From an optimization exercise on the open Yosys and OpenROAD flow, aimed at small area, a short achievable clock period and few clock cycles; shortcuts taken in it are not production practice. In this exercise RTL edits were held to simulation tests only and were not proved equivalent to the original.

==> 06-19: inputs <==
==> flow/design.v (excerpt) <==
module yuv_encoder (
    input  wire        clk,
    input  wire        rst,
    input  wire        reg_we,
    input  wire [3:0]  reg_addr,
    input  wire [31:0] reg_wdata,
    output reg  [31:0] reg_rdata,
    output reg         mem_req,
    output reg         mem_we,
    output wire [31:0] mem_addr,
    output reg  [7:0]  mem_wdata,
    input  wire [7:0]  mem_rdata,
    input  wire        mem_ready
);
clock: 25.0 ns
lec_check: 0
abc_area: 1
cap_margin: 20
core_margin: 2
core_utilization: 50
slew_margin: 20
run.sh (not shown) runs the stock make flow with config.mk's settings and CLKGATE_MAP_FILE= SYNTH_SCRIPT=/design/flow/synth_recipe.tcl, a recipe that flattens the netlist after the stock synthesis.
==> inputs of 08-12, as changes to 06-19 <==
--- a/flow/design.v
+++ b/flow/design.v
@@ -189,23 +189,29 @@
     integer   hi;
     always @(*) begin
         hmsb = 5'd0;
         for (hi = 0; hi < 31; hi = hi + 1)
             if (height_r[hi]) hmsb = hi[4:0];
     end
-    wire hasc1   = |xc[30:1];                   
-    wire lastblk = !(|xc[30:2] || (xc[1] && xc[0]));    
-    wire hasbot  = |yc[30:1];                   
+    wire hasc1_c   = |xc[30:1];                         
+    wire lastblk_c = !(|xc[30:2] || (xc[1] && xc[0]));  
+    wire hasbot_c  = |yc[30:1];                         
+    reg  hasc1, lastblk, hasbot;
+    always @(posedge clk) begin
+        hasc1   <= hasc1_c;
+        lastblk <= lastblk_c;
+        hasbot  <= hasbot_c;
+    end
     wire ordt    = hasbot && lastblk;           
-    wire [30:0] xc_dec = hasc1 ? {xc[30:1] - 30'd1, xc[0]} : 31'd0;
+    wire [30:0] xc_dec = hasc1_c ? {xc[30:1] - 30'd1, xc[0]} : 31'd0;
     wire [30:0] yc_d   = yc - {29'd0, planar, !planar};
-    wire [30:0] yc_p   = hasbot ? yc_d : 31'd0;
+    wire [30:0] yc_p   = hasbot_c ? yc_d : 31'd0;
     wire        w_le2  = !(|jw[30:2] || (jw[1] && jw[0]));
-    wire [30:0] yc_nb  = lastblk ? yc_p : yc;
+    wire [30:0] yc_nb  = lastblk_c ? yc_p : yc;
     wire        nb_bot = |yc_nb[30:1];
-    wire        nb_lst = lastblk ? w_le2 : !(|xc_dec[30:2] || (xc_dec[1] && xc_dec[0]));
+    wire        nb_lst = lastblk_c ? w_le2 : !(|xc_dec[30:2] || (xc_dec[1] && xc_dec[0]));
     wire [4:0]  nb_seg = (nb_bot && !nb_lst) ? S_BR : S_TR;
     wire        j_bot  = |yc[30:1];
     wire [4:0]  j_seg  = !planar ? S_CRD : ((j_bot && !w_le2) ? S_BR : S_TR);
     wire [14:0] cny, cnu;
     wire [17:0] cnv;
     wire [7:0]  ty, tu, tv;
@@ -291,13 +297,13 @@
     reg       blk_end;
     always @(*) begin
         nseg = S_IDLE;
         blk_end = 1'b0;
         case (state)
             S_CRD: nseg = alpha ? S_CWR : S_CW0;
-            S_CW0: nseg = job_end ? S_CWR : S_CPR;
+            S_CW0: nseg = job_end_r ? S_CWR : S_CPR;
             S_CPR: nseg = S_CWR;
             S_CWR: blk_end = 1'b1;
             S_BR:  nseg = alpha ? S_BA : (ordt ? S_TY : S_TR);
             S_BA:  nseg = ordt ? S_TY : S_TR;
             S_TR:  nseg = alpha ? S_TA : (ordt ? S_BR : (hasbot ? S_BY : S_TY));
             S_TA:  nseg = ordt ? S_BR : (hasbot ? S_BY : S_TY);
@@ -308,14 +314,20 @@
             default: ;
         endcase
     end
     wire upd = ordt ? (state == S_BR || state == S_BY || state == S_BA || state == S_V)
                     : (state == S_TR || state == S_TY || state == S_TA || state == S_U);
     wire row_end  = lastblk;
-    wire job_end  = row_end && (planar ? !(|yc[30:2] || (yc[1] && yc[0])) : (yc == 31'd1));
-    wire [4:0] next_unit = planar ? nb_seg : S_CRD;
+    wire job_end  = lastblk_c && (planar ? !(|yc[30:2] || (yc[1] && yc[0])) : (yc == 31'd1));
+    reg        job_end_r;
+    reg  [4:0] nb_seg_r;
+    always @(posedge clk) begin
+        job_end_r <= job_end;
+        nb_seg_r  <= nb_seg;
+    end
+    wire [4:0] next_unit = planar ? nb_seg_r : S_CRD;
     wire [3:0] ck_n = (state == S_CMP) ? ck + 4'd1 : 4'd0;
     reg  [1:0] ci, cj;
     always @(*) begin
         case (ck_n)
             4'd0:  begin ci = 2'd0; cj = 2'd1; end
             4'd1:  begin ci = 2'd1; cj = 2'd0; end
@@ -580,13 +592,13 @@
                             clrv <= 1'b1;
                             pre <= 1'b0;
                             if (!planar && pre) bc <= 2'd1;
                             xc  <= row_end ? jw : xc_dec;
                             if (row_end)
                                 yc <= yc_p | (planar ? 31'd0 : yc_d);
-                            if (job_end) begin
+                            if (job_end_r) begin
                                 st_busy <= 1'b0;
                                 st_done <= 1'b1;
                                 state   <= S_IDLE;
                             end else
                                 state <= next_unit;
                         end else
==> flow/flow/run.sh (new file) <==
#!/bin/bash
# Layout: the standard flow (standard.sh, all steps unchanged), except that
# the buffers that placement puts on every input and output port are
# sky130_fd_sc_hd__buf_4 instead of the resizer's default choice.
# The whole output of the standard flow goes to standard.log in this folder.
set -o pipefail
export BUFFER_PORTS_ARGS="-buffer_cell sky130_fd_sc_hd__buf_4"
bash standard.sh > standard.log 2>&1
==> flow/standard.sh (new file) <==
#!/bin/bash
# synth_recipe.tcl (not shown) runs the flow's synth.tcl, then flattens the netlist and writes it again
# the make line also repeats each setting of config.mk as NAME=value (left out here)
make -C /OpenROAD-flow-scripts/flow DESIGN_CONFIG=/design/flow/config.mk WORK_HOME=/design/flow/orfs CLKGATE_MAP_FILE= SYNTH_SCRIPT=/design/flow/synth_recipe.tcl "${@:-finish}"
Settings changed: ABC_AREA 1 to default, SLEW_MARGIN 20 to 60.
removed: flow/run.sh
==> inputs of 07-24, as changes to 06-19 <==
--- a/flow/design.v
+++ b/flow/design.v
@@ -291,13 +291,13 @@
     reg       blk_end;
     always @(*) begin
         nseg = S_IDLE;
         blk_end = 1'b0;
         case (state)
             S_CRD: nseg = alpha ? S_CWR : S_CW0;
-            S_CW0: nseg = job_end ? S_CWR : S_CPR;
+            S_CW0: nseg = job_end_r ? S_CWR : S_CPR;
             S_CPR: nseg = S_CWR;
             S_CWR: blk_end = 1'b1;
             S_BR:  nseg = alpha ? S_BA : (ordt ? S_TY : S_TR);
             S_BA:  nseg = ordt ? S_TY : S_TR;
             S_TR:  nseg = alpha ? S_TA : (ordt ? S_BR : (hasbot ? S_BY : S_TY));
             S_TA:  nseg = ordt ? S_BR : (hasbot ? S_BY : S_TY);
@@ -309,13 +309,19 @@
         endcase
     end
     wire upd = ordt ? (state == S_BR || state == S_BY || state == S_BA || state == S_V)
                     : (state == S_TR || state == S_TY || state == S_TA || state == S_U);
     wire row_end  = lastblk;
     wire job_end  = row_end && (planar ? !(|yc[30:2] || (yc[1] && yc[0])) : (yc == 31'd1));
-    wire [4:0] next_unit = planar ? nb_seg : S_CRD;
+    reg        job_end_r;
+    reg  [4:0] nb_seg_r;
+    always @(posedge clk) begin
+        job_end_r <= job_end;
+        nb_seg_r  <= nb_seg;
+    end
+    wire [4:0] next_unit = planar ? nb_seg_r : S_CRD;
     wire [3:0] ck_n = (state == S_CMP) ? ck + 4'd1 : 4'd0;
     reg  [1:0] ci, cj;
     always @(*) begin
         case (ck_n)
             4'd0:  begin ci = 2'd0; cj = 2'd1; end
             4'd1:  begin ci = 2'd1; cj = 2'd0; end
@@ -580,13 +586,13 @@
                             clrv <= 1'b1;
                             pre <= 1'b0;
                             if (!planar && pre) bc <= 2'd1;
                             xc  <= row_end ? jw : xc_dec;
                             if (row_end)
                                 yc <= yc_p | (planar ? 31'd0 : yc_d);
-                            if (job_end) begin
+                            if (job_end_r) begin
                                 st_busy <= 1'b0;
                                 st_done <= 1'b1;
                                 state   <= S_IDLE;
                             end else
                                 state <= next_unit;
                         end else
==> flow/flow/run.sh (new file) <==
#!/bin/bash
# Layout: the standard flow (standard.sh, all steps unchanged), except that
# the buffers that placement puts on every input and output port are
# sky130_fd_sc_hd__buf_4 instead of the resizer's default choice.
# The whole output of the standard flow goes to standard.log in this folder.
set -o pipefail
export BUFFER_PORTS_ARGS="-buffer_cell sky130_fd_sc_hd__buf_4"
bash standard.sh > standard.log 2>&1
==> flow/standard.sh (new file) <==
#!/bin/bash
# synth_recipe.tcl (not shown) runs the flow's synth.tcl, then flattens the netlist and writes it again
# the make line also repeats each setting of config.mk as NAME=value (left out here)
make -C /OpenROAD-flow-scripts/flow DESIGN_CONFIG=/design/flow/config.mk WORK_HOME=/design/flow/orfs CLKGATE_MAP_FILE= SYNTH_SCRIPT=/design/flow/synth_recipe.tcl "${@:-finish}"
Settings changed: SLEW_MARGIN 20 to 60.
removed: flow/run.sh
==> inputs of 08-15, as changes to 06-19 <==
--- a/flow/design.v
+++ b/flow/design.v
@@ -3,29 +3,23 @@
     input  wire [7:0]  g,
     input  wire [7:0]  b,
     output wire [14:0] ny,
     output wire [14:0] nu,
     output wire [17:0] nv
 );
-    wire signed [9:0]  R   = {2'b00, r};
-    wire signed [9:0]  G   = {2'b00, g};
-    wire signed [9:0]  B   = {2'b00, b};
-    wire signed [9:0]  S   = R + G;
-    wire signed [9:0]  D   = R - G;
-    wire signed [9:0]  E   = B - G;
-    wire signed [12:0] S5  = (S <<< 2) + S;
-    wire signed [12:0] D5  = (D <<< 2) + D;
-    wire signed [13:0] D9  = (D <<< 3) + D;
-    wire signed [16:0] D65 = (D <<< 6) + D;
-    wire signed [11:0] E3  = (E <<< 1) + E;
-    wire signed [10:0] B3  = (B <<< 1) + B;
-    wire signed [22:0] sy = (S <<< 9) - (S <<< 6) - S5 - (D9 <<< 4)
-                          + (B <<< 7) - (B <<< 4) + (B <<< 1);
-    wire signed [22:0] su = 23'sd128000 + (E <<< 9) - (E3 <<< 2) - (D5 <<< 5) - D9 - B;
-    wire signed [22:0] sv = 23'sd1280000 + (D5 <<< 10) - (D65 <<< 1)
-                          - (E3 <<< 8) - (E3 <<< 4) + (E3 <<< 1) - B3;
+    wire [17:0] S  = {10'd0, r} + {10'd0, g};
+    wire [21:0] D  = {14'd0, r} - {14'd0, g};
+    wire [21:0] E  = {14'd0, b} - {14'd0, g};
+    wire [17:0] B  = b;
+    wire [21:0] E3 = (E << 1) + E;
+    wire [17:0] sy = (S << 9) - (S << 6) - (S << 2) - S - (D[17:0] << 7) - (D[17:0] << 4)
+                   + (B << 7) - (B << 4) + (B << 1);
+    wire [17:0] su = 18'd128000 + (E[17:0] << 9) - (E[17:0] << 3) - (E[17:0] << 2)
+                   - (D[17:0] << 7) - (D[17:0] << 5) - (D[17:0] << 3) - D[17:0] - B;
+    wire [21:0] sv = 22'd1280000 + (D << 12) + (D << 10) - (D << 7) - (D << 1)
+                   - (E3 << 8) - (E3 << 4) + (E3 << 1) - {13'd0, b, 1'b0} - {14'd0, b};
     assign ny = sy[17:3];
     assign nu = su[17:3];
     assign nv = sv[21:4];
 endmodule
 module yuv_ct_d125a #(parameter K = 2) (
     input  wire [14:0] n,
@@ -310,16 +304,15 @@
     end
     wire upd = ordt ? (state == S_BR || state == S_BY || state == S_BA || state == S_V)
                     : (state == S_TR || state == S_TY || state == S_TA || state == S_U);
     wire row_end  = lastblk;
     wire job_end  = row_end && (planar ? !(|yc[30:2] || (yc[1] && yc[0])) : (yc == 31'd1));
     wire [4:0] next_unit = planar ? nb_seg : S_CRD;
-    wire [3:0] ck_n = (state == S_CMP) ? ck + 4'd1 : 4'd0;
-    reg  [1:0] ci, cj;
+    reg [1:0] ci, cj;
     always @(*) begin
-        case (ck_n)
+        case (ck)
             4'd0:  begin ci = 2'd0; cj = 2'd1; end
             4'd1:  begin ci = 2'd1; cj = 2'd0; end
             4'd2:  begin ci = 2'd0; cj = 2'd2; end
             4'd3:  begin ci = 2'd2; cj = 2'd0; end
             4'd4:  begin ci = 2'd1; cj = 2'd2; end
             4'd5:  begin ci = 2'd2; cj = 2'd1; end
@@ -328,20 +321,22 @@
             4'd8:  begin ci = 2'd1; cj = 2'd3; end
             4'd9:  begin ci = 2'd3; cj = 2'd1; end
             4'd10: begin ci = 2'd2; cj = 2'd3; end
             default: begin ci = 2'd3; cj = 2'd2; end
         endcase
     end
-    reg [3:0] csi, csj;
-    always @(posedge clk) begin
-        csi <= 4'b0001 << ci;
-        csj <= 4'b0001 << cj;
-    end
     wire ck_last = (ck == (alpha ? (planar ? 4'd11 : 4'd1) : (planar ? 4'd5 : 4'd1)));
-    wire [31:0] base_j = ({32{csj[0]}} & ps) | ({32{csj[1]}} & pd0) |
-                         ({32{csj[2]}} & pd1) | ({32{csj[3]}} & pd2);
+    reg [31:0] base_j;
+    always @(*) begin
+        case (cj)
+            2'd0: base_j = ps;
+            2'd1: base_j = pd0;
+            2'd2: base_j = pd1;
+            default: base_j = pd2;
+        endcase
+    end
     reg  [31:0] add_a;
     reg  [32:0] add_b;
     reg         add_c;
     reg  [4:0]  lseg;      
     always @(*) begin
         lseg = (state == S_GO) ? j_seg : (seg_end ? (blk_end ? next_unit : nseg) : S_CWR);
@@ -362,18 +357,18 @@
             S_T2: begin
                 add_a = ma;
                 add_b = yc[0] ? {2'b00, jw} : 33'd0;
                 add_c = jw[0] & yc[0];
             end
             S_CMP: begin
-                add_a = ({32{csi[0]}} & ps) | ({32{csi[1]}} & pd0) |
-                        ({32{csi[2]}} & pd1) | ({32{csi[3]}} & pd2);
-                add_b = ({33{csi[0]}} & {xc, 2'b00}) |
-                        ({33{csi[1]}} & (planar ? {2'b00, xc} : {ma, 1'b0})) |
-                        ({33{csi[2]}} & {2'b00, ma[31:1]}) |
-                        ({33{csi[3]}} & {2'b00, xc});
+                case (ci)
+                    2'd0: begin add_a = ps;  add_b = {xc, 2'b00}; end
+                    2'd1: begin add_a = pd0; add_b = planar ? {2'b00, xc} : {ma, 1'b0}; end
+                    2'd2: begin add_a = pd1; add_b = {2'b00, ma[31:1]}; end
+                    default: begin add_a = pd2; add_b = {2'b00, xc}; end
+                endcase
             end
             default: begin
                 case (lseg)
                     S_BR:  begin add_a = ps;  add_b = {jw, 2'b00}; end
                     S_TR:  add_a = ps;
                     S_CRD: begin add_a = ps; add_c = pre; end
@@ -395,18 +390,12 @@
     wire le_j   = (sum[33:32] == 2'b00) && (sum[31:0] <= base_j);
     wire        inc2   = rd_seg ? (bc == 2'd2 && !alpha) : (state == S_CWR && alpha && bc == 2'd2);
     wire        midld  = (state == S_CWR) && !seg_end;
     wire [1:0]  nbc    = !alpha ? bc + 2'd1 : (bc == 2'd3) ? 2'd1 : (bc == 2'd1) ? 2'd0 : 2'd2;
     wire [31:0] ma_inc = ma + {30'd0, inc2, !inc2};
     always @(posedge clk) begin
-        br  <= mem_rdata;
-        nyr <= tf2 ? nur : pny;
-        nur <= pnu;
-        nvr <= pnv;
-    end
-    always @(posedge clk) begin
         if (rst) begin
             variant_r <= 32'd0;
             width_r   <= 32'd0;
             height_r  <= 32'd0;
             src_r     <= 32'd0;
             dst0_r    <= 32'd0;
@@ -435,12 +424,19 @@
             end
             tf1 <= xfer && rd_seg && (bc == 2'd2);
             tg1 <= {state == S_BR, px};
             tf2 <= tf1;
             tf3 <= tf2;
             tg2 <= tg1;
+            if (tf1) begin
+                nyr <= pny;
+                nur <= pnu;
+                nvr <= pnv;
+            end
+            if (tf2)
+                nyr <= nur;
             if (tf2) begin
                 sv   <= sv0 + tvw;
                 clrv <= 1'b0;
                 case (tg2)
                     2'd0: y00 <= ty;
                     2'd1: y01 <= ty;
@@ -538,13 +534,13 @@
                         pre <= 1'b1;
                     end
                     if (rd_seg) begin
                         case (bc)
                             2'd0: rr <= mem_rdata;
                             2'd1: gr <= mem_rdata;
-                            2'd2: ;
+                            2'd2: br <= mem_rdata;
                             default: if (px) a1 <= mem_rdata; else a0 <= mem_rdata;
                         endcase
                     end
                     if (midld) begin
                         ma <= sum[31:0];
                         bc <= nbc;
Settings changed: CORE_UTILIZATION 50 to 25.
==> comparison table <==
|  | 08-12 | 08-15 | 07-24 | 06-19 |
|---|---|---|---|---|
| Hold path startpoint | nur[5]$_DFF_P_ | tg1[0]$_DFFE_PN_ | nur[12]$_DFF_P_ | width_r[1]$_SDFFE_PP0P_ |
| Maximum fanout encountered on the critical timing path | 21 | 24 | 23 | 24 |
| Number of logic stages on the critical path including buffering | 8 | 10 | 58 | 10 |
| Max incr delay on CP | 0.41 ns | 0.74 ns | 0.55 ns | 0.76 ns |
| Area added between synthesis and finish | 11.4% | 14.2% | 10.6% | 10.2% |
| Max Freq | 83.8 MHz | 74.0 MHz | 81.4 MHz | 74.4 MHz |
| Tap cell count | 1368 | 2805 | 1380 | 1368 |
| Most repeated cell in the gate-level netlist after synthesis | sky130_fd_sc_hd__nand2_1 | sky130_fd_sc_hd__nand2_1 | sky130_fd_sc_hd__inv_1 | sky130_fd_sc_hd__inv_1 |
| Met1 routed wirelength after detailed routing | 89.6 mm | 94.4 mm | 88.8 mm | 92.0 mm |
| Drt via density | 6.57 | 5.34 | 6.23 | 6.17 |
| Placeable core region | 102000 sq um | 209000 sq um | 103000 sq um | 102000 sq um |
| Post-Synth Simple-Gate Area | 16.3% | 17.1% | 16.9% | 17.6% |
| Synth cell types | 112 | 67 | 81 | 70 |
| Multi-input combinational area share | 56.3% | 50.4% | 52.1% | 51.7% |
| Comb_multi_in | 4546 | 4767 | 4644 | 4714 |
| Number of fillers in the final layout | 9394 | 22.5k | 9895 | 9772 |
| Number of synthesized register bits | 669 | 660 | 666 | 664 |
| Adder-cell share of the synthesized area | 12.6% | 14.0% | 12.5% | 12.6% |
| Run status | complete, no violations | complete, no violations | complete, no violations | complete, no violations |
| Category of the most critical setup path | in -> out | in -> out | reg -> reg | in -> out |
| Area of all placed cells without fillers | 57300 sq um | 60000 sq um | 57300 sq um | 56600 sq um |
| Avg Synthesized Cell Area | 8.58 sq um | 7.75 sq um | 7.63 sq um | 7.57 sq um |
| Worst Setup SP | reg_addr[0] | reg_addr[1] | xc[8]$_DFFE_PP_ | reg_addr[1] |
Testbench counts of 06-19, summed over its fixed seeds: cycles 151,768.
Testbench counts of 08-12, summed over its fixed seeds: cycles 151,768.
Testbench counts of 07-24, summed over its fixed seeds: cycles 151,768.
Testbench counts of 08-15, summed over its fixed seeds: cycles 151,768.

## afterwards: timing with drivers on the ports
The results above use ideal ports. As a check the final layouts listed here were re-extracted and re-timed, cells and wires unchanged. Step 1 (the two cells are an assumption about what drives the block):
set clk [get_ports {clk}]
set_driving_cell -lib_cell sky130_fd_sc_hd__clkbuf_16 $clk
set_driving_cell -lib_cell sky130_fd_sc_hd__buf_2 [delete_from_list [all_inputs] $clk]
Step 2, shift: input delay + t, output delay - t, t = (earliest + latest rising clock arrival at the registers) / 2. This alone moves slack from input paths to output paths. a / b / c = ideal ports / drivers / drivers and shift; a / b = the first two.
run	t (ns)	slack for setup (ns)	latest minus earliest clock arrival (ns)
06-19	0.748	11.554 / 11.529 / 11.529	0.055 / 0.055
08-12	0.757	13.069 / 13.037 / 13.037	0.054 / 0.054
07-24	0.736	12.722 / 12.722 / 12.722	0.058 / 0.058
08-15	0.783	11.494 / 11.443 / 11.443	0.103 / 0.102
After both steps setup and hold are still met in every run listed. For 08-15, which loses most, drivers alone change the setup slack by -0.051 ns; drivers and shift together by -0.051 ns.
